Source: an optimization exercise on an open RTL-to-GDS flow (aim: small area, a short achievable clock period and few clock cycles per item). Production flows keep margins and buffers that such runs may drop.
Only simulation tests tie the RTL to the original design; equivalence was not proved.
Power and IR drop assume default switching activity.

--- flow/config.mk ---
export PLATFORM = sky130hd
export DESIGN_NAME = dtl_hdr_codec
export DESIGN_NICKNAME = dtl_hdr_codec
export VERILOG_FILES = /design/flow/design.v
export SDC_FILE = /design/flow/constraint.sdc
export NUM_CORES = 4
export LEC_CHECK = 0
export CAP_MARGIN = 20
export CORE_AREA = 10 10 290 290
export DIE_AREA = 0 0 300 300
export SETUP_SLACK_MARGIN = 3.05
export SLEW_MARGIN = 20
export SYNTH_HIERARCHICAL = 1
export SYNTH_MINIMUM_KEEP_SIZE = 0
export TNS_END_PERCENT = 30
--- flow/constraint.sdc ---
create_clock -name core_clock -period 5.0 [get_ports {clk}]
set_input_delay 1.0000 -clock core_clock [delete_from_list [all_inputs] [get_ports {clk}]]
set_output_delay 1.0000 -clock core_clock [all_outputs]
set_load 0.01 [all_outputs]
--- flow/design.v ---
module dtl_hdr_codec (
    input  wire         clk,
    input  wire         rst,
    input  wire         cmd_valid,
    output wire         cmd_ready,
    input  wire         cmd_op,        
    input  wire         cmd_scr_en,    
    input  wire [11:0]  b_plen,
    input  wire [11:0]  b_seq,
    input  wire [3:0]   b_mod,
    input  wire [3:0]   b_fec,
    input  wire [7:0]   b_flen,
    input  wire [7:0]   b_cwid,
    input  wire [13:0]  b_off,
    input  wire [13:0]  b_short,
    input  wire [3:0]   b_emod,
    input  wire [3:0]   b_efec,
    input  wire [767:0] hdr_in,
    output wire         res_valid,
    output wire [95:0]  hdr_out,       
    output wire         res_ok,        
    output wire [11:0]  r_plen,
    output wire [11:0]  r_seq,
    output wire [3:0]   r_mod,
    output wire [3:0]   r_fec,
    output wire [7:0]   r_flen,
    output wire [7:0]   r_cwid,
    output wire [13:0]  r_off,
    output wire [13:0]  r_short,
    output wire [3:0]   r_emod,
    output wire [3:0]   r_efec
);
    localparam HB = 96;
    localparam [95:0] SCR_SEQ = 96'h542de72b306d746440934f70;
    localparam [7:0]  SCR_CRC = 8'h85;
    reg [HB-1:0] body_bits;    
    reg [HB-1:0] sign_bits;    
    integer k;
    always @* begin
        body_bits = {HB{1'b0}};
        for (k = 0; k < 12; k = k + 1) body_bits[ 0 + k] = b_plen [11 - k];
        for (k = 0; k < 12; k = k + 1) body_bits[12 + k] = b_seq  [11 - k];
        for (k = 0; k < 4;  k = k + 1) body_bits[24 + k] = b_mod  [3 - k];
        for (k = 0; k < 4;  k = k + 1) body_bits[28 + k] = b_fec  [3 - k];
        for (k = 0; k < 8;  k = k + 1) body_bits[32 + k] = b_flen [7 - k];
        for (k = 0; k < 8;  k = k + 1) body_bits[40 + k] = b_cwid [7 - k];
        for (k = 0; k < 14; k = k + 1) body_bits[48 + k] = b_off  [13 - k];
        for (k = 0; k < 14; k = k + 1) body_bits[62 + k] = b_short[13 - k];
        for (k = 0; k < 4;  k = k + 1) body_bits[76 + k] = b_emod [3 - k];
        for (k = 0; k < 4;  k = k + 1) body_bits[80 + k] = b_efec [3 - k];
    end
    always @* begin
        for (k = 0; k < HB; k = k + 1) sign_bits[k] = hdr_in[8*k + 7];
    end
    assign cmd_ready = 1'b1;
    reg          a_v;
    reg [HB-1:0] a_y;
    wire [83:0] a_m;
    wire [HB-1:0] a_d;
    genvar gi;
    generate
        for (gi = 0; gi < 84; gi = gi + 1) begin : g_sel
            dtl_mux2 u_m (.s(cmd_op), .a(body_bits[gi]), .b(sign_bits[gi]), .y(a_m[gi]));
            if (SCR_SEQ[gi]) begin : g_scr
                dtl_xor2 u_s (.a(a_m[gi]), .b(cmd_scr_en), .y(a_d[gi]));
            end else begin : g_pass
                assign a_d[gi] = a_m[gi];
            end
        end
    endgenerate
    assign a_d[95:84] = (cmd_op ? sign_bits[95:84] : 12'h000) ^ (cmd_scr_en ? SCR_SEQ[95:84] : 12'h000);
    reg          a_bc;          
    always @(posedge clk) begin
        if (rst) a_v <= 1'b0;
        else     a_v <= cmd_valid;
        a_y  <= a_d;
        a_bc <= !cmd_op && cmd_scr_en;
    end
    wire n0;
    dtl_xor2 u_n0 (.a(a_y[24]), .b(a_y[3]), .y(n0));
    wire n1;
    dtl_xor2 u_n1 (.a(a_y[25]), .b(a_y[39]), .y(n1));
    wire n2;
    dtl_xor2 u_n2 (.a(a_y[59]), .b(a_y[75]), .y(n2));
    wire n3;
    dtl_xor2 u_n3 (.a(a_y[26]), .b(a_y[40]), .y(n3));
    wire n4;
    dtl_xor2 u_n4 (.a(a_y[22]), .b(a_y[70]), .y(n4));
    wire n5;
    dtl_xor2 u_n5 (.a(a_y[35]), .b(a_y[48]), .y(n5));
    wire n6;
    dtl_xor2 u_n6 (.a(a_y[13]), .b(a_y[27]), .y(n6));
    wire n7;
    dtl_xor2 u_n7 (.a(a_y[5]), .b(a_y[6]), .y(n7));
    wire n8;
    dtl_xor2 u_n8 (.a(a_y[43]), .b(a_y[58]), .y(n8));
    wire n9;
    dtl_xor2 u_n9 (.a(a_y[21]), .b(a_y[71]), .y(n9));
    wire n10;
    dtl_xor2 u_n10 (.a(a_y[53]), .b(a_y[74]), .y(n10));
    wire n11;
    dtl_xor2 u_n11 (.a(a_y[42]), .b(a_y[73]), .y(n11));
    wire n12;
    dtl_xor2 u_n12 (.a(a_y[36]), .b(a_y[4]), .y(n12));
    wire n13;
    dtl_xor2 u_n13 (.a(a_y[38]), .b(a_y[57]), .y(n13));
    wire n14;
    dtl_xor2 u_n14 (.a(a_y[1]), .b(a_y[37]), .y(n14));
    wire n15;
    dtl_xor2 u_n15 (.a(a_y[41]), .b(a_y[72]), .y(n15));
    wire n16;
    dtl_xor2 u_n16 (.a(a_y[0]), .b(a_y[2]), .y(n16));
    wire n17;
    dtl_xor2 u_n17 (.a(a_y[44]), .b(a_y[7]), .y(n17));
    wire n18;
    dtl_xor2 u_n18 (.a(a_y[23]), .b(a_y[83]), .y(n18));
    wire n19;
    dtl_xor2 u_n19 (.a(a_y[34]), .b(a_y[69]), .y(n19));
    wire n20;
    dtl_xor2 u_n20 (.a(a_y[20]), .b(a_y[81]), .y(n20));
    wire n21;
    dtl_xor2 u_n21 (.a(a_bc), .b(a_y[19]), .y(n21));
    wire n22;
    dtl_xor2 u_n22 (.a(a_y[16]), .b(a_y[84]), .y(n22));
    wire n23;
    dtl_xor2 u_n23 (.a(a_y[10]), .b(a_y[30]), .y(n23));
    wire n24;
    dtl_xor2 u_n24 (.a(a_y[23]), .b(a_y[52]), .y(n24));
    wire n25;
    dtl_xor2 u_n25 (.a(a_y[55]), .b(a_y[66]), .y(n25));
    wire n26;
    dtl_xor2 u_n26 (.a(a_y[12]), .b(a_y[80]), .y(n26));
    wire n27;
    dtl_xor2 u_n27 (.a(a_y[68]), .b(a_y[79]), .y(n27));
    wire n28;
    dtl_xor2 u_n28 (.a(a_y[15]), .b(a_y[82]), .y(n28));
    wire n29;
    dtl_xor2 u_n29 (.a(a_y[62]), .b(a_y[86]), .y(n29));
    wire n30;
    dtl_xor2 u_n30 (.a(a_y[50]), .b(a_y[54]), .y(n30));
    wire n31;
    dtl_xor2 u_n31 (.a(a_y[18]), .b(a_y[85]), .y(n31));
    wire n32;
    dtl_xor2 u_n32 (.a(a_y[29]), .b(a_y[77]), .y(n32));
    wire n33;
    dtl_xor2 u_n33 (.a(a_y[14]), .b(a_y[61]), .y(n33));
    wire n34;
    dtl_xor2 u_n34 (.a(a_y[11]), .b(a_y[28]), .y(n34));
    wire n35;
    dtl_xor2 u_n35 (.a(a_y[17]), .b(a_y[69]), .y(n35));
    wire n36;
    dtl_xor2 u_n36 (.a(a_y[51]), .b(a_y[67]), .y(n36));
    wire n37;
    dtl_xor2 u_n37 (.a(a_y[46]), .b(a_y[9]), .y(n37));
    wire n38;
    dtl_xor2 u_n38 (.a(a_y[63]), .b(a_y[65]), .y(n38));
    wire n39;
    dtl_xor2 u_n39 (.a(a_y[32]), .b(a_y[78]), .y(n39));
    wire n40;
    dtl_xor2 u_n40 (.a(a_y[47]), .b(a_y[64]), .y(n40));
    wire n41;
    dtl_xor2 u_n41 (.a(a_y[33]), .b(a_y[87]), .y(n41));
    wire n42;
    dtl_xor2 u_n42 (.a(a_y[31]), .b(a_y[39]), .y(n42));
    wire n43;
    dtl_xor2 u_n43 (.a(a_y[49]), .b(a_y[8]), .y(n43));
    wire n44;
    dtl_xor2 u_n44 (.a(a_y[60]), .b(a_y[76]), .y(n44));
    wire n45;
    dtl_xor2 u_n45 (.a(a_y[67]), .b(a_y[80]), .y(n45));
    wire n46;
    dtl_xor2 u_n46 (.a(a_y[32]), .b(a_y[65]), .y(n46));
    wire n47;
    dtl_xor2 u_n47 (.a(a_y[13]), .b(a_y[82]), .y(n47));
    wire n48;
    dtl_xor2 u_n48 (.a(a_y[54]), .b(a_y[72]), .y(n48));
    wire n49;
    dtl_xor2 u_n49 (.a(a_y[45]), .b(a_y[88]), .y(n49));
    wire n50;
    dtl_xor2 u_n50 (.a(a_y[21]), .b(a_y[14]), .y(n50));
    wire n51;
    dtl_xor2 u_n51 (.a(a_y[1]), .b(a_y[40]), .y(n51));
    wire n52;
    dtl_xor2 u_n52 (.a(a_y[12]), .b(a_y[89]), .y(n52));
    wire n53;
    dtl_xor2 u_n53 (.a(a_y[68]), .b(a_y[41]), .y(n53));
    wire n54;
    dtl_xor2 u_n54 (.a(a_y[5]), .b(a_y[58]), .y(n54));
    wire n55;
    dtl_xor2 u_n55 (.a(a_y[33]), .b(a_y[73]), .y(n55));
    wire n56;
    dtl_xor2 u_n56 (.a(a_y[44]), .b(a_y[2]), .y(n56));
    wire n57;
    dtl_xor2 u_n57 (.a(a_y[49]), .b(a_y[35]), .y(n57));
    wire n58;
    dtl_xor2 u_n58 (.a(a_y[59]), .b(a_y[45]), .y(n58));
    wire n59;
    dtl_xor2 u_n59 (.a(a_y[56]), .b(a_y[47]), .y(n59));
    wire n60;
    dtl_xor2 u_n60 (.a(a_y[74]), .b(a_y[55]), .y(n60));
    wire n61;
    dtl_xor2 u_n61 (.a(a_y[37]), .b(a_y[42]), .y(n61));
    wire n62;
    dtl_xor2 u_n62 (.a(a_y[90]), .b(a_y[50]), .y(n62));
    wire n63;
    dtl_xor2 u_n63 (.a(a_y[62]), .b(a_y[78]), .y(n63));
    wire n64;
    dtl_xor2 u_n64 (.a(a_y[22]), .b(a_y[38]), .y(n64));
    wire n65;
    dtl_xor2 u_n65 (.a(a_y[51]), .b(a_y[60]), .y(n65));
    wire n66;
    dtl_xor2 u_n66 (.a(a_y[7]), .b(a_y[52]), .y(n66));
    wire n67;
    dtl_xor2 u_n67 (.a(a_y[43]), .b(a_y[27]), .y(n67));
    wire n68;
    dtl_xor2 u_n68 (.a(a_y[46]), .b(a_y[75]), .y(n68));
    wire n69;
    dtl_xor2 u_n69 (.a(a_y[4]), .b(a_y[77]), .y(n69));
    wire n70;
    dtl_xor2 u_n70 (.a(a_y[63]), .b(a_y[91]), .y(n70));
    wire n71;
    dtl_xor2 u_n71 (.a(a_y[85]), .b(a_y[56]), .y(n71));
    wire n72;
    dtl_xor2 u_n72 (.a(a_y[17]), .b(a_y[31]), .y(n72));
    wire n73;
    dtl_xor2 u_n73 (.a(a_y[28]), .b(a_y[76]), .y(n73));
    wire n74;
    dtl_xor2 u_n74 (.a(a_y[29]), .b(a_y[24]), .y(n74));
    wire n75;
    dtl_xor2 u_n75 (.a(a_y[92]), .b(a_y[84]), .y(n75));
    wire n76;
    dtl_xor2 u_n76 (.a(a_y[61]), .b(a_y[71]), .y(n76));
    wire n77;
    dtl_xor2 u_n77 (.a(a_y[9]), .b(a_y[45]), .y(n77));
    wire n78;
    dtl_xor2 u_n78 (.a(a_y[81]), .b(a_y[30]), .y(n78));
    wire n79;
    dtl_xor2 u_n79 (.a(a_y[8]), .b(a_y[16]), .y(n79));
    wire n80;
    dtl_xor2 u_n80 (.a(a_y[70]), .b(a_y[0]), .y(n80));
    wire n81;
    dtl_xor2 u_n81 (.a(a_y[93]), .b(a_y[48]), .y(n81));
    wire n82;
    dtl_xor2 u_n82 (.a(a_y[26]), .b(a_y[94]), .y(n82));
    wire n83;
    dtl_xor2 u_n83 (.a(a_y[81]), .b(a_y[6]), .y(n83));
    wire n84;
    dtl_xor2 u_n84 (.a(a_y[57]), .b(a_y[64]), .y(n84));
    wire n85;
    dtl_xor2 u_n85 (.a(a_y[36]), .b(a_y[87]), .y(n85));
    wire n86;
    dtl_xor2 u_n86 (.a(a_y[86]), .b(a_y[11]), .y(n86));
    wire n87;
    dtl_xor2 u_n87 (.a(a_y[10]), .b(a_y[66]), .y(n87));
    wire n88;
    dtl_xor2 u_n88 (.a(a_y[53]), .b(a_y[18]), .y(n88));
    wire n89;
    dtl_xor2 u_n89 (.a(a_y[56]), .b(a_y[95]), .y(n89));
    wire n90;
    dtl_xor2 u_n90 (.a(n0), .b(n6), .y(n90));
    wire n91;
    dtl_xor2 u_n91 (.a(n10), .b(n8), .y(n91));
    wire n92;
    dtl_xor2 u_n92 (.a(n15), .b(n7), .y(n92));
    wire n93;
    dtl_xor2 u_n93 (.a(n13), .b(n16), .y(n93));
    wire n94;
    dtl_xor2 u_n94 (.a(n1), .b(n14), .y(n94));
    wire n95;
    dtl_xor2 u_n95 (.a(n12), .b(n3), .y(n95));
    wire n96;
    dtl_xor2 u_n96 (.a(n2), .b(n9), .y(n96));
    wire n97;
    dtl_xor2 u_n97 (.a(n11), .b(n5), .y(n97));
    wire n98;
    dtl_xor2 u_n98 (.a(n17), .b(n24), .y(n98));
    wire n99;
    dtl_xor2 u_n99 (.a(n33), .b(n4), .y(n99));
    wire n100;
    dtl_xor2 u_n100 (.a(n1), .b(n43), .y(n100));
    wire n101;
    dtl_xor2 u_n101 (.a(n35), .b(n39), .y(n101));
    wire n102;
    dtl_xor2 u_n102 (.a(n21), .b(n41), .y(n102));
    wire n103;
    dtl_xor2 u_n103 (.a(n19), .b(n20), .y(n103));
    wire n104;
    dtl_xor2 u_n104 (.a(n23), .b(n36), .y(n104));
    wire n105;
    dtl_xor2 u_n105 (.a(n25), .b(n37), .y(n105));
    wire n106;
    dtl_xor2 u_n106 (.a(n17), .b(n38), .y(n106));
    wire n107;
    dtl_xor2 u_n107 (.a(n26), .b(n40), .y(n107));
    wire n108;
    dtl_xor2 u_n108 (.a(n18), .b(n28), .y(n108));
    wire n109;
    dtl_xor2 u_n109 (.a(n0), .b(n34), .y(n109));
    wire n110;
    dtl_xor2 u_n110 (.a(n29), .b(n31), .y(n110));
    wire n111;
    dtl_xor2 u_n111 (.a(n30), .b(n32), .y(n111));
    wire n112;
    dtl_xor2 u_n112 (.a(n12), .b(n49), .y(n112));
    wire n113;
    dtl_xor2 u_n113 (.a(n21), .b(n51), .y(n113));
    wire n114;
    dtl_xor2 u_n114 (.a(n44), .b(n4), .y(n114));
    wire n115;
    dtl_xor2 u_n115 (.a(n47), .b(n48), .y(n115));
    wire n116;
    dtl_xor2 u_n116 (.a(n46), .b(n5), .y(n116));
    wire n117;
    dtl_xor2 u_n117 (.a(n45), .b(n50), .y(n117));
    wire n118;
    dtl_xor2 u_n118 (.a(n52), .b(n55), .y(n118));
    wire n119;
    dtl_xor2 u_n119 (.a(n53), .b(n56), .y(n119));
    wire n120;
    dtl_xor2 u_n120 (.a(a_y[3]), .b(n54), .y(n120));
    wire n121;
    dtl_xor2 u_n121 (.a(n57), .b(n20), .y(n121));
    wire n122;
    dtl_xor2 u_n122 (.a(n61), .b(n59), .y(n122));
    wire n123;
    dtl_xor2 u_n123 (.a(n64), .b(n9), .y(n123));
    wire n124;
    dtl_xor2 u_n124 (.a(n44), .b(n22), .y(n124));
    wire n125;
    dtl_xor2 u_n125 (.a(n58), .b(n62), .y(n125));
    wire n126;
    dtl_xor2 u_n126 (.a(n19), .b(n16), .y(n126));
    wire n127;
    dtl_xor2 u_n127 (.a(n63), .b(n60), .y(n127));
    wire n128;
    dtl_xor2 u_n128 (.a(n18), .b(n27), .y(n128));
    wire n129;
    dtl_xor2 u_n129 (.a(n65), .b(n22), .y(n129));
    wire n130;
    dtl_xor2 u_n130 (.a(n66), .b(n72), .y(n130));
    wire n131;
    dtl_xor2 u_n131 (.a(n68), .b(n71), .y(n131));
    wire n132;
    dtl_xor2 u_n132 (.a(n13), .b(n70), .y(n132));
    wire n133;
    dtl_xor2 u_n133 (.a(n67), .b(n69), .y(n133));
    wire n134;
    dtl_xor2 u_n134 (.a(a_y[15]), .b(n76), .y(n134));
    wire n135;
    dtl_xor2 u_n135 (.a(n73), .b(n74), .y(n135));
    wire n136;
    dtl_xor2 u_n136 (.a(n75), .b(n7), .y(n136));
    wire n137;
    dtl_xor2 u_n137 (.a(n78), .b(n80), .y(n137));
    wire n138;
    dtl_xor2 u_n138 (.a(n2), .b(a_y[79]), .y(n138));
    wire n139;
    dtl_xor2 u_n139 (.a(n77), .b(n81), .y(n139));
    wire n140;
    dtl_xor2 u_n140 (.a(n79), .b(n3), .y(n140));
    wire n141;
    dtl_xor2 u_n141 (.a(n82), .b(n42), .y(n141));
    wire n142;
    dtl_xor2 u_n142 (.a(n83), .b(n86), .y(n142));
    wire n143;
    dtl_xor2 u_n143 (.a(n84), .b(n15), .y(n143));
    wire n144;
    dtl_xor2 u_n144 (.a(n85), .b(n4), .y(n144));
    wire n145;
    dtl_xor2 u_n145 (.a(n87), .b(n14), .y(n145));
    wire n146;
    dtl_xor2 u_n146 (.a(n27), .b(n42), .y(n146));
    wire n147;
    dtl_xor2 u_n147 (.a(n88), .b(n89), .y(n147));
    wire n148;
    dtl_xor2 u_n148 (.a(n100), .b(n91), .y(n148));
    wire n149;
    dtl_xor2 u_n149 (.a(n108), .b(n95), .y(n149));
    wire n150;
    dtl_xor2 u_n150 (.a(n106), .b(n91), .y(n150));
    wire n151;
    dtl_xor2 u_n151 (.a(n102), .b(n90), .y(n151));
    wire n152;
    dtl_xor2 u_n152 (.a(n92), .b(n94), .y(n152));
    wire n153;
    dtl_xor2 u_n153 (.a(n93), .b(n98), .y(n153));
    wire n154;
    dtl_xor2 u_n154 (.a(n105), .b(n96), .y(n154));
    wire n155;
    dtl_xor2 u_n155 (.a(n104), .b(n90), .y(n155));
    wire n156;
    dtl_xor2 u_n156 (.a(n113), .b(n112), .y(n156));
    wire n157;
    dtl_xor2 u_n157 (.a(n103), .b(n117), .y(n157));
    wire n158;
    dtl_xor2 u_n158 (.a(n115), .b(n109), .y(n158));
    wire n159;
    dtl_xor2 u_n159 (.a(n93), .b(n116), .y(n159));
    wire n160;
    dtl_xor2 u_n160 (.a(n99), .b(n120), .y(n160));
    wire n161;
    dtl_xor2 u_n161 (.a(n118), .b(n111), .y(n161));
    wire n162;
    dtl_xor2 u_n162 (.a(n94), .b(n121), .y(n162));
    wire n163;
    dtl_xor2 u_n163 (.a(n126), .b(n127), .y(n163));
    wire n164;
    dtl_xor2 u_n164 (.a(n125), .b(n122), .y(n164));
    wire n165;
    dtl_xor2 u_n165 (.a(n124), .b(n123), .y(n165));
    wire n166;
    dtl_xor2 u_n166 (.a(n109), .b(n132), .y(n166));
    wire n167;
    dtl_xor2 u_n167 (.a(n129), .b(n99), .y(n167));
    wire n168;
    dtl_xor2 u_n168 (.a(n131), .b(n133), .y(n168));
    wire n169;
    dtl_xor2 u_n169 (.a(n130), .b(n97), .y(n169));
    wire n170;
    dtl_xor2 u_n170 (.a(n135), .b(n134), .y(n170));
    wire n171;
    dtl_xor2 u_n171 (.a(n95), .b(n136), .y(n171));
    wire n172;
    dtl_xor2 u_n172 (.a(n110), .b(n101), .y(n172));
    wire n173;
    dtl_xor2 u_n173 (.a(n107), .b(n11), .y(n173));
    wire n174;
    dtl_xor2 u_n174 (.a(n140), .b(n139), .y(n174));
    wire n175;
    dtl_xor2 u_n175 (.a(n110), .b(n138), .y(n175));
    wire n176;
    dtl_xor2 u_n176 (.a(n137), .b(n111), .y(n176));
    wire n177;
    dtl_xor2 u_n177 (.a(n97), .b(n101), .y(n177));
    wire n178;
    dtl_xor2 u_n178 (.a(n141), .b(n144), .y(n178));
    wire n179;
    dtl_xor2 u_n179 (.a(n142), .b(n143), .y(n179));
    wire n180;
    dtl_xor2 u_n180 (.a(n107), .b(n96), .y(n180));
    wire n181;
    dtl_xor2 u_n181 (.a(n145), .b(n97), .y(n181));
    wire n182;
    dtl_xor2 u_n182 (.a(n146), .b(n147), .y(n182));
    wire n183;
    dtl_xor2 u_n183 (.a(n159), .b(n156), .y(n183));
    wire n184;
    dtl_xor2 u_n184 (.a(n158), .b(n148), .y(n184));
    wire n185;
    dtl_xor2 u_n185 (.a(n114), .b(n157), .y(n185));
    wire n186;
    dtl_xor2 u_n186 (.a(n161), .b(n154), .y(n186));
    wire n187;
    dtl_xor2 u_n187 (.a(n162), .b(n119), .y(n187));
    wire n188;
    dtl_xor2 u_n188 (.a(n160), .b(n149), .y(n188));
    wire n189;
    dtl_xor2 u_n189 (.a(n92), .b(n163), .y(n189));
    wire n190;
    dtl_xor2 u_n190 (.a(n164), .b(n155), .y(n190));
    wire n191;
    dtl_xor2 u_n191 (.a(n149), .b(n165), .y(n191));
    wire n192;
    dtl_xor2 u_n192 (.a(n166), .b(n168), .y(n192));
    wire n193;
    dtl_xor2 u_n193 (.a(n167), .b(n169), .y(n193));
    wire n194;
    dtl_xor2 u_n194 (.a(n128), .b(n152), .y(n194));
    wire n195;
    dtl_xor2 u_n195 (.a(n170), .b(n153), .y(n195));
    wire n196;
    dtl_xor2 u_n196 (.a(n148), .b(n173), .y(n196));
    wire n197;
    dtl_xor2 u_n197 (.a(n171), .b(n172), .y(n197));
    wire n198;
    dtl_xor2 u_n198 (.a(n175), .b(n151), .y(n198));
    wire n199;
    dtl_xor2 u_n199 (.a(n174), .b(n150), .y(n199));
    wire n200;
    dtl_xor2 u_n200 (.a(n152), .b(n176), .y(n200));
    wire n201;
    dtl_xor2 u_n201 (.a(n177), .b(n155), .y(n201));
    wire n202;
    dtl_xor2 u_n202 (.a(n178), .b(n150), .y(n202));
    wire n203;
    dtl_xor2 u_n203 (.a(n154), .b(n179), .y(n203));
    wire n204;
    dtl_xor2 u_n204 (.a(n151), .b(n103), .y(n204));
    wire n205;
    dtl_xor2 u_n205 (.a(n180), .b(n182), .y(n205));
    wire n206;
    dtl_xor2 u_n206 (.a(n153), .b(n181), .y(n206));
    wire n207;
    dtl_xor2 u_n207 (.a(n184), .b(n183), .y(n207));
    wire n208;
    dtl_xor2 u_n208 (.a(n187), .b(n188), .y(n208));
    wire n209;
    dtl_xor2 u_n209 (.a(n189), .b(n191), .y(n209));
    wire n210;
    dtl_xor2 u_n210 (.a(n193), .b(n192), .y(n210));
    wire n211;
    dtl_xor2 u_n211 (.a(n195), .b(n197), .y(n211));
    wire n212;
    dtl_xor2 u_n212 (.a(n200), .b(n198), .y(n212));
    wire n213;
    dtl_xor2 u_n213 (.a(n202), .b(n201), .y(n213));
    wire n214;
    dtl_xor2 u_n214 (.a(n204), .b(n206), .y(n214));
    wire n215;
    dtl_xor2 u_n215 (.a(n207), .b(n185), .y(n215));
    wire n216;
    dtl_xor2 u_n216 (.a(n186), .b(n208), .y(n216));
    wire n217;
    dtl_xor2 u_n217 (.a(n209), .b(n190), .y(n217));
    wire n218;
    dtl_xor2 u_n218 (.a(n210), .b(n194), .y(n218));
    wire n219;
    dtl_xor2 u_n219 (.a(n211), .b(n196), .y(n219));
    wire n220;
    dtl_xor2 u_n220 (.a(n212), .b(n199), .y(n220));
    wire n221;
    dtl_xor2 u_n221 (.a(n203), .b(n213), .y(n221));
    wire n222;
    dtl_xor2 u_n222 (.a(n205), .b(n214), .y(n222));
    wire [7:0] t = {n222, n221, n220, n219, n218, n217, n216, n215};
    wire [3:0] ok_a;
    wire [1:0] ok_b;
    wire       ok;
    dtl_nor2  u_ok_a0 (.a(t[0]), .b(t[1]), .y(ok_a[0]));
    dtl_nor2  u_ok_a1 (.a(t[2]), .b(t[3]), .y(ok_a[1]));
    dtl_nor2  u_ok_a2 (.a(t[4]), .b(t[5]), .y(ok_a[2]));
    dtl_nor2  u_ok_a3 (.a(t[6]), .b(t[7]), .y(ok_a[3]));
    dtl_nand2 u_ok_b0 (.a(ok_a[0]), .b(ok_a[1]), .y(ok_b[0]));
    dtl_nand2 u_ok_b1 (.a(ok_a[2]), .b(ok_a[3]), .y(ok_b[1]));
    dtl_nor2  u_ok_c  (.a(ok_b[0]), .b(ok_b[1]), .y(ok));
    reg          b_v;
    reg [83:0]   b_y;
    reg          b_r85;         
    reg [7:0]    b_t;
    reg          b_ok;
    always @(posedge clk) begin
        if (rst) b_v <= 1'b0;
        else     b_v <= a_v;
        b_y   <= a_y[83:0];
        b_r85 <= a_y[85];
        b_t   <= t;
        b_ok  <= ok;
    end
    assign res_valid = b_v;
    assign hdr_out   = {b_t, 2'b00, b_r85, 1'b0, b_y};
    assign res_ok    = b_ok;
    genvar g;
    generate
        for (g = 0; g < 12; g = g + 1) begin : g_plen
            assign r_plen[11 - g] = b_y[ 0 + g];
            assign r_seq [11 - g] = b_y[12 + g];
        end
        for (g = 0; g < 4; g = g + 1) begin : g_id
            assign r_mod [3 - g] = b_y[24 + g];
            assign r_fec [3 - g] = b_y[28 + g];
            assign r_emod[3 - g] = b_y[76 + g];
            assign r_efec[3 - g] = b_y[80 + g];
        end
        for (g = 0; g < 8; g = g + 1) begin : g_byte
            assign r_flen[7 - g] = b_y[32 + g];
            assign r_cwid[7 - g] = b_y[40 + g];
        end
        for (g = 0; g < 14; g = g + 1) begin : g_wide
            assign r_off  [13 - g] = b_y[48 + g];
            assign r_short[13 - g] = b_y[62 + g];
        end
    endgenerate
endmodule
module dtl_mux2 (input wire s, input wire a, input wire b, output wire y);
    assign y = s ? b : a;
endmodule
module dtl_nor2 (input wire a, input wire b, output wire y);
    assign y = ~(a | b);
endmodule
module dtl_nand2 (input wire a, input wire b, output wire y);
    assign y = ~(a & b);
endmodule
module dtl_xor2 (input wire a, input wire b, output wire y);
    assign y = a ^ b;
endmodule
--- flow/flow/run.sh ---
#!/bin/bash
# The standard layout, with two changes to how the cells are sized:
#  - the port buffers are made from the smallest buffer cell (buf_1);
#  - the pins of each header bit sit side by side (flow/io.tcl);
#  - after floorplan, every combinational cell is set to the smallest drive
#    strength of its footprint, so that the later timing repair sizes up
#    only what the timing needs.
# Each tool's output goes to a log of its own in the work folder.
set -euo pipefail
cd "$(dirname "$0")/.."
W=$PWD
R=$W/orfs/results/${FLOW_PLATFORM:-sky130hd}/dtl_hdr_codec/base
PB="BUFFER_PORTS_ARGS=-buffer_cell sky130_fd_sc_hd__buf_1"
IO="PRE_IO_PLACEMENT_TCL=$W/flow/io.tcl"
bash standard.sh "$PB" "$IO" floorplan > flow_make_floorplan.log 2>&1
RESULTS=$R openroad -no_init -exit flow/downsize.tcl > flow_downsize.log 2>&1
bash standard.sh "$PB" "$IO" finish > flow_make_finish.log 2>&1
--- flow/flow/downsize.tcl ---
# Set every combinational cell of 2_floorplan.odb to the smallest drive
# strength (_1) of its footprint. Registers, clock cells and tie cells stay.
set lib $::env(FLOW_HOME)/platforms/sky130hd/lib/sky130_fd_sc_hd__tt_025C_1v80.lib
read_liberty $lib
read_db $::env(RESULTS)/2_floorplan.odb
set db [ord::get_db]
set n 0
foreach inst [[ord::get_db_block] getInsts] {
  set m [[$inst getMaster] getName]
  if {![regexp {^(sky130_fd_sc_hd__[a-z0-9]+)_([0-9]+)$} $m -> base size]} { continue }
  if {$size == 1} { continue }
  if {[regexp {__(df|sdf|edf|dl|clk|conb|tap|fill|decap|diode|probe|lpflow)} $base]} { continue }
  set target ${base}_1
  set tm [$db findMaster $target]
  if {$tm == "NULL" || $tm == ""} { continue }
  puts "downsize [$inst getName] $m -> $target"
  $inst swapMaster $tm
  incr n
}
puts "downsized $n cells"
write_db $::env(RESULTS)/2_floorplan.odb
--- flow/flow/io.tcl ---
# Pin order: each header bit's sample sign, field input and both outputs side
# by side, bits in order around the die, in the middle part of each edge.
set_io_pin_constraint -group -order -region bottom:60-240 -pin_names {hdr_in[7] b_plen[11] hdr_out[0] r_plen[11] hdr_in[15] b_plen[10] hdr_out[1] r_plen[10] hdr_in[23] b_plen[9] hdr_out[2] r_plen[9] hdr_in[31] b_plen[8] hdr_out[3] r_plen[8] hdr_in[39] b_plen[7] hdr_out[4] r_plen[7] hdr_in[47] b_plen[6] hdr_out[5] r_plen[6] hdr_in[55] b_plen[5] hdr_out[6] r_plen[5] hdr_in[63] b_plen[4] hdr_out[7] r_plen[4] hdr_in[71] b_plen[3] hdr_out[8] r_plen[3] hdr_in[79] b_plen[2] hdr_out[9] r_plen[2] hdr_in[87] b_plen[1] hdr_out[10] r_plen[1] hdr_in[95] b_plen[0] hdr_out[11] r_plen[0] hdr_in[103] b_seq[11] hdr_out[12] r_seq[11] hdr_in[111] b_seq[10] hdr_out[13] r_seq[10] hdr_in[119] b_seq[9] hdr_out[14] r_seq[9] hdr_in[127] b_seq[8] hdr_out[15] r_seq[8] hdr_in[135] b_seq[7] hdr_out[16] r_seq[7] hdr_in[143] b_seq[6] hdr_out[17] r_seq[6] hdr_in[151] b_seq[5] hdr_out[18] r_seq[5] hdr_in[159] b_seq[4] hdr_out[19] r_seq[4] hdr_in[167] b_seq[3] hdr_out[20] r_seq[3] hdr_in[679] hdr_out[84] hdr_in[687] hdr_out[85] hdr_in[695] hdr_out[86] cmd_op cmd_scr_en}
set_io_pin_constraint -group -order -region right:60-240 -pin_names {hdr_in[175] b_seq[2] hdr_out[21] r_seq[2] hdr_in[183] b_seq[1] hdr_out[22] r_seq[1] hdr_in[191] b_seq[0] hdr_out[23] r_seq[0] hdr_in[199] b_mod[3] hdr_out[24] r_mod[3] hdr_in[207] b_mod[2] hdr_out[25] r_mod[2] hdr_in[215] b_mod[1] hdr_out[26] r_mod[1] hdr_in[223] b_mod[0] hdr_out[27] r_mod[0] hdr_in[231] b_fec[3] hdr_out[28] r_fec[3] hdr_in[239] b_fec[2] hdr_out[29] r_fec[2] hdr_in[247] b_fec[1] hdr_out[30] r_fec[1] hdr_in[255] b_fec[0] hdr_out[31] r_fec[0] hdr_in[263] b_flen[7] hdr_out[32] r_flen[7] hdr_in[271] b_flen[6] hdr_out[33] r_flen[6] hdr_in[279] b_flen[5] hdr_out[34] r_flen[5] hdr_in[287] b_flen[4] hdr_out[35] r_flen[4] hdr_in[295] b_flen[3] hdr_out[36] r_flen[3] hdr_in[303] b_flen[2] hdr_out[37] r_flen[2] hdr_in[311] b_flen[1] hdr_out[38] r_flen[1] hdr_in[319] b_flen[0] hdr_out[39] r_flen[0] hdr_in[327] b_cwid[7] hdr_out[40] r_cwid[7] hdr_in[335] b_cwid[6] hdr_out[41] r_cwid[6] hdr_in[703] hdr_out[87] hdr_in[711] hdr_out[88] hdr_in[719] hdr_out[89] cmd_valid rst}
set_io_pin_constraint -group -order -region top:60-240 -pin_names {hdr_in[343] b_cwid[5] hdr_out[42] r_cwid[5] hdr_in[351] b_cwid[4] hdr_out[43] r_cwid[4] hdr_in[359] b_cwid[3] hdr_out[44] r_cwid[3] hdr_in[367] b_cwid[2] hdr_out[45] r_cwid[2] hdr_in[375] b_cwid[1] hdr_out[46] r_cwid[1] hdr_in[383] b_cwid[0] hdr_out[47] r_cwid[0] hdr_in[391] b_off[13] hdr_out[48] r_off[13] hdr_in[399] b_off[12] hdr_out[49] r_off[12] hdr_in[407] b_off[11] hdr_out[50] r_off[11] hdr_in[415] b_off[10] hdr_out[51] r_off[10] hdr_in[423] b_off[9] hdr_out[52] r_off[9] hdr_in[431] b_off[8] hdr_out[53] r_off[8] hdr_in[439] b_off[7] hdr_out[54] r_off[7] hdr_in[447] b_off[6] hdr_out[55] r_off[6] hdr_in[455] b_off[5] hdr_out[56] r_off[5] hdr_in[463] b_off[4] hdr_out[57] r_off[4] hdr_in[471] b_off[3] hdr_out[58] r_off[3] hdr_in[479] b_off[2] hdr_out[59] r_off[2] hdr_in[487] b_off[1] hdr_out[60] r_off[1] hdr_in[495] b_off[0] hdr_out[61] r_off[0] hdr_in[503] b_short[13] hdr_out[62] r_short[13] hdr_in[727] hdr_out[90] hdr_in[735] hdr_out[91] hdr_in[743] hdr_out[92] clk res_ok}
set_io_pin_constraint -group -order -region left:60-240 -pin_names {hdr_in[511] b_short[12] hdr_out[63] r_short[12] hdr_in[519] b_short[11] hdr_out[64] r_short[11] hdr_in[527] b_short[10] hdr_out[65] r_short[10] hdr_in[535] b_short[9] hdr_out[66] r_short[9] hdr_in[543] b_short[8] hdr_out[67] r_short[8] hdr_in[551] b_short[7] hdr_out[68] r_short[7] hdr_in[559] b_short[6] hdr_out[69] r_short[6] hdr_in[567] b_short[5] hdr_out[70] r_short[5] hdr_in[575] b_short[4] hdr_out[71] r_short[4] hdr_in[583] b_short[3] hdr_out[72] r_short[3] hdr_in[591] b_short[2] hdr_out[73] r_short[2] hdr_in[599] b_short[1] hdr_out[74] r_short[1] hdr_in[607] b_short[0] hdr_out[75] r_short[0] hdr_in[615] b_emod[3] hdr_out[76] r_emod[3] hdr_in[623] b_emod[2] hdr_out[77] r_emod[2] hdr_in[631] b_emod[1] hdr_out[78] r_emod[1] hdr_in[639] b_emod[0] hdr_out[79] r_emod[0] hdr_in[647] b_efec[3] hdr_out[80] r_efec[3] hdr_in[655] b_efec[2] hdr_out[81] r_efec[2] hdr_in[663] b_efec[1] hdr_out[82] r_efec[1] hdr_in[671] b_efec[0] hdr_out[83] r_efec[0] hdr_in[751] hdr_out[93] hdr_in[759] hdr_out[94] hdr_in[767] hdr_out[95] res_valid cmd_ready}
--- flow/standard.sh ---
#!/bin/bash
# synth_recipe.tcl (not shown) runs the flow's synth.tcl, then flattens the netlist and writes it again
# the make line also repeats each setting of config.mk as NAME=value (left out here)
make -C /OpenROAD-flow-scripts/flow DESIGN_CONFIG=/design/flow/config.mk WORK_HOME=/design/flow/orfs CLKGATE_MAP_FILE= SYNTH_SCRIPT=/design/flow/synth_recipe.tcl "${@:-finish}"
==> metrics.yaml, run 1 <==
status: "timing/DRC/antenna clean"
io_pins: 1040
syn_inst: 659
area_growth_pct: 47.2
slew_violations: 0
fin_crit_sh_pct: 43.7
cts_hold_buf: 0
endpoint_kind: "flop"
hold_path_class: "reg2reg"
routed_wl_mm: 34.4
layout-drive-gt1-share_pct: 31.5
finalSetupViolCount: 0
grt_pass1_wl_mm: 44.6
crit_slowest_cell: "dfxtp_4"
switching_power_uw: 2240
hpwl_mm: 28.7
insertion_delay_ns: 0.49
syn_area_mm2: 0.00828
p_comb_share_pct: 41.6
synth_seq_area_share_pct: 46.7
drv_cap: 0
dr.first_iter.drc_count: 217
grt_start_max_net_pins: 55
finalClockSkew_ns: 0.0201
start_kind: "flop"
cts.sinks: 193
clockBufferDepth: 2
ir_worst_vdd_v: 0.000287
viasPerCell: 2.64
cp_max_fo: 4
p_leak_uw: 0.00451
worstPathRequired_ns: 5.40
finalNonFillerCells: 2034
synth.largest_area_cell: "dfxtp_1"
setup_tns_ns: 0
slowest_delay_ns: 0.43
synth_seq_cells: 193
dr.pass1.iters: 4
initial_core_util_pct: 10.7
htreeDepth: 4
die_h_um: 300
period_minus_slack_ns: 2.19
grt-ovfl-total: 0
worstPathCellList: "xor2_4 -> xor2_2 -> xor2_2 -> xor2_1 -> xor2_1 -> xor2_1 -> nor2_1 -> nand2_1 -> nor2_1"
place_inst: 1977
place.gp.congestion: 0.827
p_int_uw: 3620
antenna_found_initial: 10
critical_path_class: "reg2reg"
hold_violations: 0
ant_nets: 0
relSlewSlack_pct: 61.9
swShare_pct: 38.2
power_density_mw_per_mm2: 481
cts_tree: "built"
dieArea_mm2: 0.0900
syn_avg_cell_area_um2: 12.6
core_mm2: 0.0776
rsz0062_at_grt: "yes"
rows: 102
yosysWarnings: 7
clkSlewWorstSetupHoldPaths_ns: 0.08
p_clk_share_pct: 23.1
drc: 0
synth_area_leaders: "dfxtp_1, xor2_1, mux2_4"
pre_cts_ws_ns: 2.15
grt_pass1_vias: 5925
io_buffers: 363
wl_per_cell_um: 16.9
critical_path_arrival_ns: 2.58
setup_ws_ns: 2.81
vias: 5378
power_frac_seq_pct: 35.3
die_x_um: 300
fmax_mhz: 457
ys_types: 14
root_buffer: "clkbuf_16"
synth_top_area_share_pct: 46.7
worst_slew_pin_slew_ns: 0.571
layout.nets: 1834
cts_buffers: 17
track_usage_pct: 7.34
worst_path_most_repeated_cell: "xor2_1"
==> per-module statistics from Yosys, one instance, submodules excluded <==
| module | copies in the design | cells | flip-flops and latches |
|---|---|---|---|
| dtl_nor2 | 5 | 1 | 0 |
| dtl_hdr_codec | 1 | 305 | 193 |
| dtl_xor2 | 263 | 1 | 0 |
| dtl_nand2 | 2 | 1 | 0 |
| dtl_mux2 | 84 | 1 | 0 |
==> metrics by stage <==
stage,power (uW),cell area (um2),hold WS [ns],utilization [%]
2_1_floorplan,3270,8290,0.349,-
3_3_place_gp,3850,9970,0.435,12.9
3_5_place_dp,3850,9970,0.445,12.9
4_1_cts,5740,11400,0.422,14.7
5_1_grt,6220,12200,0.411,15.7
6_report,5860,12200,0.403,15.7
==> kinds of logic (layout without fill, tap and decap cells) <==
kind of cell / Yosys count / count (layout) / synth area share (%)
flops: 193 / 193 / 46.7
simple gates: 22 / 22 / 1.42
other cells: 2 / 9 / 0.0907
buf+inv: 91 / 419 / 8.27
mux: 84 / 84 / 15.2
xor+xnor: 267 / 267 / 28.3
==> synth_stat cells <==
cell	n
and2_1	8
buf_2	1
conb_1	2
nand2_1	5
dfxtp_1	193
nor2b_1	3
xnor2_1	3
xnor2_2	1
buf_6	1
mux2_4	84
nor2_1	5
xor2_1	263
nand2_4	1
buf_4	89
==> area by class of cell <==
class,count,area [um2]
fill,8678,65400
tap,1040,1300
antenna,5,12.5
clock inverter,14,151
clock buffer,17,425
timing repair buffer,388,2170
multi-input combinational,377,4020
sequential,193,4110
==> sequential cells by signal, indices dropped and copies added, names as in the netlist <==
signal / cells
b_y: 84
a_v: 1
b_v: 1
a_bc: 1
a_y: 96
b_ok: 1
b_t: 8
b_r85: 1
==> layout by cell type, fill, tap and decap left out, drive strengths merged <==
cell type and instances:
inv 7, and2 8, buf 386, nand2 6
clkinvlp 1, nor2 5, conb 4, dfxtp 193
xnor2 4, xor2 263, nor2b 3, mux2 84
diode 5, clkbuf 19, clkinv 6
==> worst paths after layout <==
kind	startpoint	endpoint	slack [ns]	depth (start not counted)
hold reg to reg	a_y[53]	b_y[53]	0.40	0
setup / recovery	a_y[24]	b_ok	2.81	9
setup reg to reg	a_y[24]	b_ok	2.81	9
hold / removal	a_y[53]	b_y[53]	0.40	0
==> metal layers <==
layer  vias up  part of all wire, %  global-route usage (%)
li1       2589                    -                       -
met1      2507                   41                    8.41
met2       245                   49                    12.3
met3        33                  8.7                    2.84
met4         4                  2.1                    2.61
met5         -                0.078                       0
==> what timing repair did <==
| action | in CTS | in global routing |
|---|---|---|
| buffers inserted | 15 | 6 |
| cloned | 0 | 0 |
| endpoints found under the setup margin | 231 | 188 |
| pin swaps | 28 | 34 |
| resized for setup | 225 | 223 |
==> worst max-delay path, delay by kind of cell, from the launching register on <==
kind | cells | cell delay, ns
AND/OR/NAND/NOR | 3 | 0.17
flip-flops | 1 | 0.43
XOR/XNOR | 6 | 1.48
==> power groups by stage <==
stage | registers, uW | logic (uW) | clock network (uW)
finish | 2070 | 2440 | 1350
global route | 2100 | 2650 | 1470
CTS | 2060 | 2260 | 1420
detailed placement | 2050 | 1810 | 0
global placement | 2050 | 1810 | 0
floorplan | 1950 | 1320 | 0
Testbench counts, summed over its fixed seeds: cycles 976, items 960.
==> run 2: changes to the inputs <==
==> flow/flow/run.sh (replaced) <==
#!/bin/bash
# The standard layout, with two changes to how the cells are sized:
#  - the port buffers are made from the smallest buffer cell (buf_1);
#  - the pins of each header bit sit side by side (flow/io.tcl);
#  - clock tree synthesis uses clkbuf_8 and adds no dummy loads;
#  - after floorplan, every combinational cell is set to the smallest drive
#    strength of its footprint, so that the later timing repair sizes up
#    only what the timing needs.
# Each tool's output goes to a log of its own in the work folder.
set -euo pipefail
cd "$(dirname "$0")/.."
W=$PWD
R=$W/orfs/results/${FLOW_PLATFORM:-sky130hd}/dtl_hdr_codec/base
PB="BUFFER_PORTS_ARGS=-buffer_cell sky130_fd_sc_hd__buf_1"
IO="PRE_IO_PLACEMENT_TCL=$W/flow/io.tcl"
CTS="CTS_ARGS=-sink_clustering_enable -repair_clock_nets -dont_use_dummy_load -buf_list sky130_fd_sc_hd__clkbuf_8"
bash standard.sh "$PB" "$IO" floorplan > flow_make_floorplan.log 2>&1
RESULTS=$R openroad -no_init -exit flow/downsize.tcl > flow_downsize.log 2>&1
bash standard.sh "$PB" "$IO" "$CTS" finish > flow_make_finish.log 2>&1
--- a/flow/config.mk
+++ b/flow/config.mk
@@ -8,7 +8,7 @@
 export CAP_MARGIN = 20
 export CORE_AREA = 10 10 290 290
 export DIE_AREA = 0 0 300 300
-export SETUP_SLACK_MARGIN = 3.05
+export SETUP_SLACK_MARGIN = 2.9
 export SLEW_MARGIN = 20
 export SYNTH_HIERARCHICAL = 1
 export SYNTH_MINIMUM_KEEP_SIZE = 0
==> run 2 against run 1 <==
Compared with the run above: clock skew up 0.018 ns; critical path depth unchanged; routed wire length fell by 1.5%; first-iteration DRC count decreased by 6.0%; flip-flop and latch count stayed put.
==> metrics.yaml, run 2 <==
status: "timing/DRC/antenna clean"
ant_nets: 0  # unchanged
synthAdderAreaFrac_pct: 0  # unchanged
cts_buffers: 17  # unchanged
endpoint_kind: "flop"
synth-simple-area-share_pct: 1.42  # unchanged
synth.largest_area_cell: "dfxtp_1"
final_cell_mix: "buf_1, xor2_1, dfxtp_1, mux2_1, dfxtp_2"
track_usage_pct: 7.28  # -0.060 points
fmax_mhz: 461  # +0.77%
finalSetupViolCount: 0  # unchanged
r2r-start: "a_y[3]"
rows: 102  # unchanged
hold_path_class: "reg2reg"
critPathLaunch: "a_y[3]"
synth_common_cells: "xor2_1, dfxtp_1, buf_4, mux2_4, and2_1"
r2r_end: "b_ok"
r2r_slack_ns: 2.83  # +0.02 ns
r2r_cells: 9  # unchanged
async_reset_ff_share_pct: 0  # unchanged
power_density_mw_per_mm2: 450  # -6.4%
grt_util_met1_pct: 8.26  # -0.15 points
crit_path_end: "b_ok"
relSlewSlack_pct: 61.8  # -0.12 points
htreeDepth: 4  # unchanged
viasPerCell: 2.61  # -1.2%
synth_most_common_cell: "xor2_1"
drc: 0  # unchanged
multiInputGateArea_mm2: 0.00400  # -0.56%
p_leak_uw: 0.00422  # -6.4%
post_dp_cell_area_mm2: 0.00997  # unchanged
worstPathRequired_ns: 5.45  # +0.05 ns
io_buffers: 363  # unchanged
drv_cap: 0  # unchanged
area_growth_pct: 38.8
reg_top3: "a_y (96), b_y (84), b_t (8)"
place.gp.congestion: 0.827  # unchanged
synth_top_family_by_area: "XOR/XNOR gates"
root_buffer: "clkbuf_8"
synth_seq_cells: 193  # unchanged
largest_reg_flops: 96  # unchanged
critical_path_class: "reg2reg"
cp_max_fo: 3  # -1
wl_per_cell_um: 16.8  # -0.66%
yosysWarnings: 7  # unchanged
grt-ovfl-total: 0  # unchanged
setup_ws_ns: 2.83  # +0.0168 ns
layout.nets: 1828  # -0.33%
syn_avg_cell_area_um2: 12.6  # unchanged
syn_inst: 659  # unchanged
insertion_delay_ns: 0.54  # +0.05 ns
grt_pass1_wl_mm: 44.1  # -1.1%
final-seq-area_mm2: 0.00408  # -0.85%
synth_compound_area_share_pct: 0  # unchanged
timing.hold.ws_ns: 0.394  # -0.00910 ns
layout-drive-gt1-share_pct: 26.9  # -4.6 points
synth_seq_area_share_pct: 46.7  # unchanged
dr.first_iter.drc_count: 204  # -6.0%
start_kind: "flop"
yosys_most_used_dff: "dfxtp_1"
dieArea_mm2: 0.0900  # unchanged
die_x_um: 300  # unchanged
period_minus_slack_ns: 2.17  # -0.0168 ns
synth_xor_area_share_pct: 28.3  # unchanged
synth_top_area_share_pct: 46.7  # unchanged
io_pins: 1040  # unchanged
cts.sinks: 193  # unchanged
initial_core_util_pct: 10.7  # unchanged
hold_violations: 0  # unchanged
synth_edf_count: 0  # unchanged
final_common_cell: "buf_1"
slew_violations: 0  # unchanged
syn_area_mm2: 0.00828  # unchanged
core_mm2: 0.0776  # unchanged
hold_path_depth: 0  # unchanged
cts_tree: "built"
dr.pass1.iters: 4  # unchanged
hpwl_mm: 28.7  # unchanged
rsz0062_at_grt: "yes"
pre_cts_ws_ns: 2.15  # unchanged
die_h_um: 300  # unchanged
fin_crit_sh_pct: 43.4  # -0.34 points
vias: 5266  # -2.1%
critical_path_arrival_ns: 2.62  # +0.04 ns
grt_start_max_net_pins: 55  # unchanged
finalClockSkew_ns: 0.0382  # +0.0181 ns
grt_pass1_vias: 5841  # -1.4%
clockBufferDepth: 2  # unchanged
grt-busiest-layer: "met2"
met3_usage_pct: 2.97  # +0.13 points
registers.top_by_ff_count: "a_y"
clkSlewWorstSetupHoldPaths_ns: 0.11  # +0.03 ns
cts_hold_buf: 0  # unchanged
fillers: 8759  # +0.93%
ys_types: 14  # unchanged
met2_usage_pct: 11.9  # -0.36 points
setup_tns_ns: 0  # unchanged
synth_area_leaders: "dfxtp_1, xor2_1, mux2_4"
finalInstanceArea_mm2: 0.0115  # -5.7%
antenna_found_initial: 11  # +1
ir_worst_vdd_v: 0.000220  # -23%
synthMuxAreaShare_pct: 15.2  # unchanged
worst_slew_pin_slew_ns: 0.573  # +0.00187 ns
routed_wl_mm: 33.9  # -1.5%
==> run 2: worst max-delay path, stage by stage, from the launching register on <==
cell     delay, ns
dfxtp_4       0.42
xor2_4        0.22
xor2_2        0.26
xor2_2        0.20
xor2_1        0.23
xor2_1        0.28
xor2_1        0.27
nor2_1        0.08
nand2_1       0.06
nor2_1        0.04
==> run 2: cell type report <==
| type | count | area share (%) |
|---|---|---|
| tap | 1040 | 11.3 |
| multi-input combinational | 377 | 34.8 |
| timing repair buffer | 382 | 16.3 |
| sequential | 193 | 35.5 |
| antenna | 7 | 0.152 |
| clock buffer | 17 | 2.04 |
==> run 2: worst min path at each step <==
stage               startpoint      end  slack, ns
finish                 a_y[16]  b_y[16]       0.39
global route           a_y[16]  b_y[16]       0.40
CTS                    a_y[36]  b_y[36]       0.41
detailed placement     a_y[39]  b_y[39]       0.44
global placement       a_y[39]  b_y[39]       0.43
floorplan              a_y[20]  b_y[20]       0.35
==> run 2: cells by family (layout without fill, tap and decap cells) <==
logic type | Yosys count | in the layout
other | 2 | 11
buffers and inverters | 91 | 399
xor gates and xnor gates | 267 | 267
muxes | 84 | 84
and+or+nand+nor | 22 | 22
DFF | 193 | 193
==> run 2: per-stage QoR <==
step	util [%]	instances	total power, uW
floorplan	-	661	3270
global placement	12.9	1977	3850
detailed placement	12.9	1977	3850
CTS	13.9	2002	5000
global route	14.8	2010	5520
finish	14.8	2016	5170
==> run 2: report_power, final <==
group | switching [uW] | internal (uW)
clock network | 513 | 300
registers | 270 | 1780
logic | 1230 | 1080
==> run 2: modules after synthesis (local to each module, per instance) <==
module / copies in the design / cell area (um2) / cells
dtl_hdr_codec: 1 / 4690 / 305
dtl_mux2: 84 / 15.0 / 1
dtl_nand2: 2 / 3.75 / 1
dtl_nor2: 5 / 3.75 / 1
dtl_xor2: 263 / 8.76 / 1
==> run 2: routing by layer <==
metal | up-vias | share of wire (%)
met5 | - | 0.080
met4 | 4 | 2.6
met2 | 247 | 47
met3 | 31 | 8.6
met1 | 2415 | 41
li1 | 2569 | -
==> run 2: timing repair <==
item,CTS,global route
buffers inserted,8,7
endpoints found under the hold margin,0,0
endpoints found under the setup margin,177,160
gates resized for setup,156,189
pin swaps,16,28
==> run 3: changes to the inputs <==
==> flow/flow/run.sh (replaced) <==
#!/bin/bash
# The standard layout, with two changes to how the cells are sized:
#  - the port buffers are made from the smallest buffer cell (buf_1);
#  - the pins of each header bit sit side by side (flow/io.tcl);
#  - clock tree synthesis adds no dummy loads;
#  - after floorplan, every combinational cell is set to the smallest drive
#    strength of its footprint, so that the later timing repair sizes up
#    only what the timing needs.
# Each tool's output goes to a log of its own in the work folder.
set -euo pipefail
cd "$(dirname "$0")/.."
W=$PWD
R=$W/orfs/results/${FLOW_PLATFORM:-sky130hd}/dtl_hdr_codec/base
PB="BUFFER_PORTS_ARGS=-buffer_cell sky130_fd_sc_hd__buf_1"
IO="PRE_IO_PLACEMENT_TCL=$W/flow/io.tcl"
CTS="CTS_ARGS=-sink_clustering_enable -repair_clock_nets -dont_use_dummy_load"
bash standard.sh "$PB" "$IO" floorplan > flow_make_floorplan.log 2>&1
RESULTS=$R openroad -no_init -exit flow/downsize.tcl > flow_downsize.log 2>&1
bash standard.sh "$PB" "$IO" "$CTS" finish > flow_make_finish.log 2>&1
--- a/flow/config.mk
+++ b/flow/config.mk
@@ -8,7 +8,7 @@
 export CAP_MARGIN = 20
 export CORE_AREA = 10 10 290 290
 export DIE_AREA = 0 0 300 300
-export SETUP_SLACK_MARGIN = 2.9
+export SETUP_SLACK_MARGIN = 2.95
 export SLEW_MARGIN = 20
 export SYNTH_HIERARCHICAL = 1
 export SYNTH_MINIMUM_KEEP_SIZE = 0
==> run 3 against run 2 <==
Compared with the run above: synthesized area stayed put; critical path type unchanged; register-to-register slack is essentially flat; sequential share of layout area grew 0.35 points; design area is 1.9% lower; synthesized cell count stayed put; still clean; setup slack better by 0.0043 ns; combinational power barely moved; non-clock buffer count is 2 higher; final cell count barely moved; global-route usage is essentially flat; highest routed layer unchanged; largest cell class unchanged.
==> metrics.yaml, run 3 <==
slowest_delay_ns: 0.51  # +0.09 ns
critical_path_class: "reg2reg"
synth_seq_area_share_pct: 46.7  # unchanged
syn_avg_cell_area_um2: 12.6  # unchanged
grt_start_max_net_pins: 55  # unchanged
rows: 102  # unchanged
dr.first_iter.drc_count: 228  # +12%
fmax_mhz: 462  # +0.20%
dr.pass1.iters: 4  # unchanged
fin_crit_sh_pct: 43.3  # -0.085 points
path_delay_family: "XOR/XNOR gates"
yosysWarnings: 7  # unchanged
place.gp.congestion: 0.827  # unchanged
insertion_delay_ns: 0.48  # -0.06 ns
wl_per_cell_um: 16.7  # -0.59%
syn_area_mm2: 0.00828  # unchanged
synth_common_cells: "xor2_1, dfxtp_1, buf_4, mux2_4, and2_1"
layout-drive-gt1-share_pct: 16.9  # -10 points
die_x_um: 300  # unchanged
vias: 5261  # -0.095%
syn_inst: 659  # unchanged
power_density_mw_per_mm2: 483  # +7.4%
clockBufferDepth: 2  # unchanged
synth_edf_count: 0  # unchanged
registers.top_by_ff_count: "a_y"
die_h_um: 300  # unchanged
cts_tree: "built"
hold_path_class: "reg2reg"
largest_reg_flops: 96  # unchanged
final_cell_mix: "buf_1, xor2_1, dfxtp_1, mux2_1, dfxtp_4"
drc: 0  # unchanged
worstPathCellList: "xor2_4 -> xor2_2 -> xor2_1 -> xor2_1 -> xor2_1 -> xor2_1 -> nor2_2 -> nand2_1 -> nor2_1"
grt-ovfl-total: 0  # unchanged
relSlewSlack_pct: 62.8  # +1.0 points
r2r-start: "a_y[37]"
hold_violations: 0  # unchanged
status: "timing/DRC/antenna clean"
synth_area_leaders: "dfxtp_1, xor2_1, mux2_4"
r2r_cells: 9  # unchanged
ant_nets: 0  # unchanged
ys_types: 14  # unchanged
p_leak_uw: 0.00405  # -3.9%
hold_path_depth: 0  # unchanged
final_common_cell: "buf_1"
track_usage_pct: 7.28  # about the same
critical_path_arrival_ns: 2.55  # -0.07 ns
viasPerCell: 2.61  # about the same
critPathLaunch: "a_y[37]"
worst_path_most_repeated_cell: "xor2_1"
finalSetupViolCount: 0  # unchanged
finalClockSkew_ns: 0.0237  # -0.0145 ns
routed_wl_mm: 33.7  # -0.64%
cp_max_fo: 3  # unchanged
setup_tns_ns: 0  # unchanged
reg_top3: "a_y (96), b_y (84), b_t (8)"
rsz0062_at_grt: "yes"
grt_pass1_wl_mm: 44.0  # -0.20%
io_buffers: 363  # unchanged
cts_buffers: 17  # unchanged
worstPathRequired_ns: 5.38  # -0.07 ns
root_buffer: "clkbuf_16"
layout.nets: 1830  # +0.11%
grt_pass1_vias: 5823  # -0.31%
post_dp_cell_area_mm2: 0.00997  # unchanged
initial_core_util_pct: 10.7  # unchanged
endpoint_kind: "flop"
core_mm2: 0.0776  # unchanged
crit_slowest_cell: "dfxtp_2"
slew_violations: 0  # unchanged
hpwl_mm: 28.7  # unchanged
hold_start: "a_y[50]"
area_growth_pct: 36.2
synth_most_common_cell: "xor2_1"
antenna_found_initial: 9  # -2
yosys_most_used_dff: "dfxtp_1"
crit_buf_inv: 0  # unchanged
drv_cap: 0  # unchanged
synth_top_area_share_pct: 46.7  # unchanged
htreeDepth: 4  # unchanged
io_pins: 1040  # unchanged
cts.sinks: 193  # unchanged
synth.largest_area_cell: "dfxtp_1"
async_reset_ff_share_pct: 0  # unchanged
synth_seq_cells: 193  # unchanged
period_minus_slack_ns: 2.17  # -0.00426 ns
ir_worst_vdd_v: 0.000278  # +26%
worst_slew_pin_slew_ns: 0.558  # -0.0155 ns
finalInstanceArea_mm2: 0.0113  # -1.9%
setup_ws_ns: 2.83  # +0.00426 ns
clkSlewWorstSetupHoldPaths_ns: 0.07  # -0.04 ns
start_kind: "flop"
dieArea_mm2: 0.0900  # unchanged
cp_num_cells: 9  # unchanged
pre_cts_ws_ns: 2.15  # unchanged
## run 3: report_power, final
group	internal [uW]	switching [uW]
Sequential	1770	255
Clock	588	546
Combinational	1050	1250
## run 3: path summary, 6_finish.rpt
check        endpoint  slack, ns
min reg2reg   b_y[50]       0.41
max reg2reg      b_ok       2.83
max              b_ok       2.83
min           b_y[50]       0.41
## run 3: what timing repair did
| action | CTS | global route |
|---|---|---|
| endpoints found under the setup margin | 98 | 71 |
| cloned | 0 | 0 |
| setup buffers | 9 | 8 |
| hold buffers | 0 | 0 |
| resized for setup | 103 | 82 |
| pin swaps | 15 | 24 |
## run 3: logic make-up after synthesis
logic type,Yosys count,share of synthesized area (%)
AND/OR/NAND/NOR,22,1.42
XOR/XNOR,267,28.3
multiplexers,84,15.2
other,2,0.0907
flip-flops,193,46.7
buffers and inverters,91,8.27
## run 3: layer usage
metal  part of all wire, %  up-vias  track usage [%]
li1                      -     2573                -
met1                    42     2407             8.38
met2                    48      244             12.2
met3                   8.3       33             2.68
met4                   1.6        4             2.64
met5                 0.080        -                0
## run 3: area by class of cell
cell class | instances | area, um2
fill | 8787 | 66300
antenna | 4 | 10.0
sequential | 193 | 4040
clock buffer | 17 | 425
tap | 1040 | 1300
timing repair buffer | 384 | 1560
multi-input combinational | 377 | 3950
## run 3: metrics by stage
step	utilization [%]	total power [uW]	hold slack, ns	instances
2_1_floorplan	-	3270	0.349	661
3_3_place_gp	12.9	3850	0.435	1977
3_5_place_dp	12.9	3850	0.445	1977
4_1_cts	14.0	5230	0.408	2003
5_1_grt	14.5	5800	0.418	2011
6_report	14.5	5450	0.405	2015
## run 3: per-module statistics from Yosys, one instance, submodules excluded
module	cells	flip-flops and latches	copies in the design	cell area [um2]
dtl_hdr_codec	305	193	1	4690
dtl_mux2	1	0	84	15.0
dtl_nand2	1	0	2	3.75
dtl_nor2	1	0	5	3.75
dtl_xor2	1	0	263	8.76
==> run 4: changes to the inputs <==
--- a/flow/config.mk
+++ b/flow/config.mk
@@ -8,7 +8,7 @@
 export CAP_MARGIN = 20
 export CORE_AREA = 10 10 290 290
 export DIE_AREA = 0 0 300 300
-export SETUP_SLACK_MARGIN = 2.95
+export SETUP_SLACK_MARGIN = 2.85
 export SLEW_MARGIN = 20
 export SYNTH_HIERARCHICAL = 1
 export SYNTH_MINIMUM_KEEP_SIZE = 0
==> run 4 against run 3 <==
Compared with the run above: global-route usage barely moved; setup slack worse by 0.0016 ns; design area fell by 0.20%; non-clock buffer count is 3 lower; combinational power shrank 4%; maximum frequency about the same; highest routed layer unchanged.
==> metrics.yaml, run 4 <==
synthAdderAreaFrac_pct: 0  # unchanged
power_density_mw_per_mm2: 476  # -1.6%
wl_per_cell_um: 16.6  # -0.55%
fmax_mhz: 461  # about the same
synth_common_cells: "xor2_1, dfxtp_1, buf_4, mux2_4, and2_1"
rsz0062_at_grt: "yes"
ir_worst_vdd_v: 0.000272  # -2.0%
synth.largest_area_cell: "dfxtp_1"
critical_path_class: "reg2reg"
yosysWarnings: 7  # unchanged
slew_violations: 0  # unchanged
core_mm2: 0.0776  # unchanged
layout-drive-gt1-share_pct: 16.3  # -0.57 points
start_kind: "flop"
drv_cap: 0  # unchanged
synth_top_family_by_area: "XOR/XNOR gates"
rows: 102  # unchanged
final_common_cell: "buf_1"
antenna_found_initial: 10  # +1
hold_path_class: "reg2reg"
async_reset_ff_share_pct: 0  # unchanged
synth-simple-area-share_pct: 1.42  # unchanged
ys_types: 14  # unchanged
grt-ovfl-total: 0  # unchanged
period_minus_slack_ns: 2.17  # +0.00158 ns
grt_pass1_wl_mm: 43.7  # -0.67%
reg_top3: "a_y (96), b_y (84), b_t (8)"
dieArea_mm2: 0.0900  # unchanged
die_x_um: 300  # unchanged
grt_pass1_vias: 5763  # -1.0%
cts.sinks: 193  # unchanged
cts_hold_buf: 0  # unchanged
track_usage_pct: 7.24  # -0.044 points
synth_top_area_share_pct: 46.7  # unchanged
vias: 5216  # -0.86%
area_growth_pct: 35.9
synthMuxAreaShare_pct: 15.2  # unchanged
endpoint_kind: "flop"
power_frac_seq_pct: 37.8  # +0.7 points
syn_avg_cell_area_um2: 12.6  # unchanged
routed_wl_mm: 33.5  # -0.50%
yosys_most_used_dff: "dfxtp_1"
hold_violations: 0  # unchanged
r2r-start: "a_y[19]"
critical_path_arrival_ns: 2.55  # about the same
p_int_uw: 3340  # -1.9%
initial_core_util_pct: 10.7  # unchanged
hold_start: "a_y[36]"
cts_buffers: 17  # unchanged
grt_start_max_net_pins: 55  # unchanged
io_pins: 1040  # unchanged
syn_area_mm2: 0.00828  # unchanged
place.gp.congestion: 0.827  # unchanged
p_clk_share_pct: 21.2  # +0.4 points
relSlewSlack_pct: 62.3  # -0.54 points
synth_xor_area_share_pct: 28.3  # unchanged
setup_tns_ns: 0  # unchanged
ant_nets: 0  # unchanged
worstPathRequired_ns: 5.38  # about the same
io_buffers: 363  # unchanged
synth_seq_cells: 193  # unchanged
status: "timing/DRC/antenna clean"
layout.nets: 1827  # -0.16%
switching_power_uw: 2010  # -1.6%
registers.top_by_ff_count: "a_y"
dr.first_iter.drc_count: 219  # -3.9%
final_cell_mix: "buf_1, xor2_1, dfxtp_1, mux2_1, dfxtp_2"
synth_area_leaders: "dfxtp_1, xor2_1, mux2_4"
clockBufferDepth: 2  # unchanged
swShare_pct: 37.6  # +0.057 points
synth_compound_area_share_pct: 0  # unchanged
cts_tree: "built"
drc: 0  # unchanged
critPathLaunch: "a_y[19]"
synth_edf_count: 0  # unchanged
die_h_um: 300  # unchanged
finalNonFillerCells: 2016  # +0.050%
viasPerCell: 2.59  # -0.90%
worst_slew_pin_slew_ns: 0.566  # +0.00813 ns
finalSetupViolCount: 0  # unchanged
finalClockSkew_ns: 0.0234  # -0.000361 ns
place_inst: 1977  # unchanged
synth_seq_area_share_pct: 46.7  # unchanged
root_buffer: "clkbuf_16"
clkSlewWorstSetupHoldPaths_ns: 0.07  # about the same
p_leak_uw: 0.00402  # -0.83%
syn_inst: 659  # unchanged
hpwl_mm: 28.7  # unchanged
largest_reg_flops: 96  # unchanged
fin_crit_sh_pct: 43.3  # about the same
dr.pass1.iters: 4  # unchanged
htreeDepth: 4  # unchanged
p_comb_share_pct: 41.0  # -1.1 points
insertion_delay_ns: 0.48  # about the same
synth_most_common_cell: "xor2_1"
cp_max_fo: 2  # -1
run 4: modules after synthesis, one instance, submodules excluded:
module / copies in the design / flip-flops and latches / cell area (um2) / cells
dtl_nand2: 2 / 0 / 3.75 / 1
dtl_mux2: 84 / 0 / 15.0 / 1
dtl_xor2: 263 / 0 / 8.76 / 1
dtl_hdr_codec: 1 / 193 / 4690 / 305
dtl_nor2: 5 / 0 / 3.75 / 1
run 4: cell families (layout without fill, tap and decap cells):
kind of cell / count (synthesis) / after routing
buffers and inverters: 91 / 398
muxes: 84 / 84
DFF: 193 / 193
other: 2 / 12
xor gates and xnor gates: 267 / 267
and+or+nand+nor: 22 / 22
run 4: power by group through the flow:
stage	Clock, uW	Combinational, uW	Sequential [uW]
global route	1250	2410	2060
finish	1140	2200	2020
CTS	1200	1900	2030
global placement	0	1810	2050
floorplan	0	1320	1950
detailed placement	0	1810	2050
run 4: path summary, 6_finish.rpt:
| kind | endpoint | slack, ns | cells past startpoint |
|---|---|---|---|
| max | b_ok | 2.83 | 9 |
| min | b_y[36] | 0.41 | 0 |
| max reg2reg | b_ok | 2.83 | 9 |
| min reg2reg | b_y[36] | 0.41 | 0 |
run 4: area by class of cell:
| class | count | area, um2 |
|---|---|---|
| fill | 8784 | 66300 |
| sequential | 193 | 4030 |
| multi-input combinational | 377 | 3960 |
| timing repair buffer | 381 | 1530 |
| tap | 1040 | 1300 |
| clock buffer | 17 | 425 |
| antenna | 8 | 20.0 |
run 4: critical path, cell delays in order, from the launching register on:
cell	delay, ns
dfxtp_2	0.42
xor2_4	0.21
xor2_2	0.24
xor2_2	0.26
xor2_1	0.23
xor2_1	0.28
xor2_1	0.26
nor2_1	0.08
nand2_1	0.06
nor2_1	0.03
run 4: per-stage QoR:
stage / instance area [um2] / power (uW) / utilization (%) / hold slack [ns] / setup slack (ns)
floorplan: 8290 / 3270 / - / 0.349 / 3.13
global placement: 9970 / 3850 / 12.9 / 0.435 / 2.15
detailed placement: 9970 / 3850 / 12.9 / 0.445 / 2.15
CTS: 10600 / 5130 / 13.7 / 0.438 / 2.64
global route: 11200 / 5720 / 14.5 / 0.424 / 2.73
finish: 11300 / 5360 / 14.5 / 0.409 / 2.83
run 4: metal layers:
layer  vias to the layer above  share of wire, %  global-route usage (%)
met5                         -             0.081                       0
met4                         4               1.6                    2.64
met3                        33               7.3                    2.39
met2                       237                48                    12.1
met1                      2376                43                    8.51
li1                       2566                 -                       -
run 4: repair_timing:
action	in CTS	in global routing
setup buffers	3	11
endpoints found under the setup margin	36	12
gates cloned	0	0
resized for setup	49	119
pin swaps	7	34

-- separate check: timing with driven ports --
Ports are ideal in the flow. The routed layouts listed here were re-timed in OpenROAD. Step 1 assumes that a clkbuf_16 drives the clock port and a buf_2 every other input. Step 2 adds t to the input delays and takes it off the output delays; t is the mean of the earliest and latest rising clock arrival at the registers after step 1. Input paths then give back, and output paths get back, about the clock's delay inside the block. a / b / c = no drivers / after step 1 / after step 2; a / b = the first two.
run	shift t [ns]	slack for setup (ns)	latest minus earliest clock arrival (ns)
run 1	0.530	2.814 / 2.814 / 2.599	0.020 / 0.021
run 2	0.578	2.830 / 2.830 / 2.463	0.052 / 0.052
run 3	0.522	2.835 / 2.835 / 2.505	0.032 / 0.033
run 4	0.526	2.833 / 2.782 / 2.463	0.033 / 0.033
After both steps setup and hold are still met in every run listed. The setup slack of run 4, which loses most, moves by -0.051 ns with the drivers and by -0.370 ns with both steps.
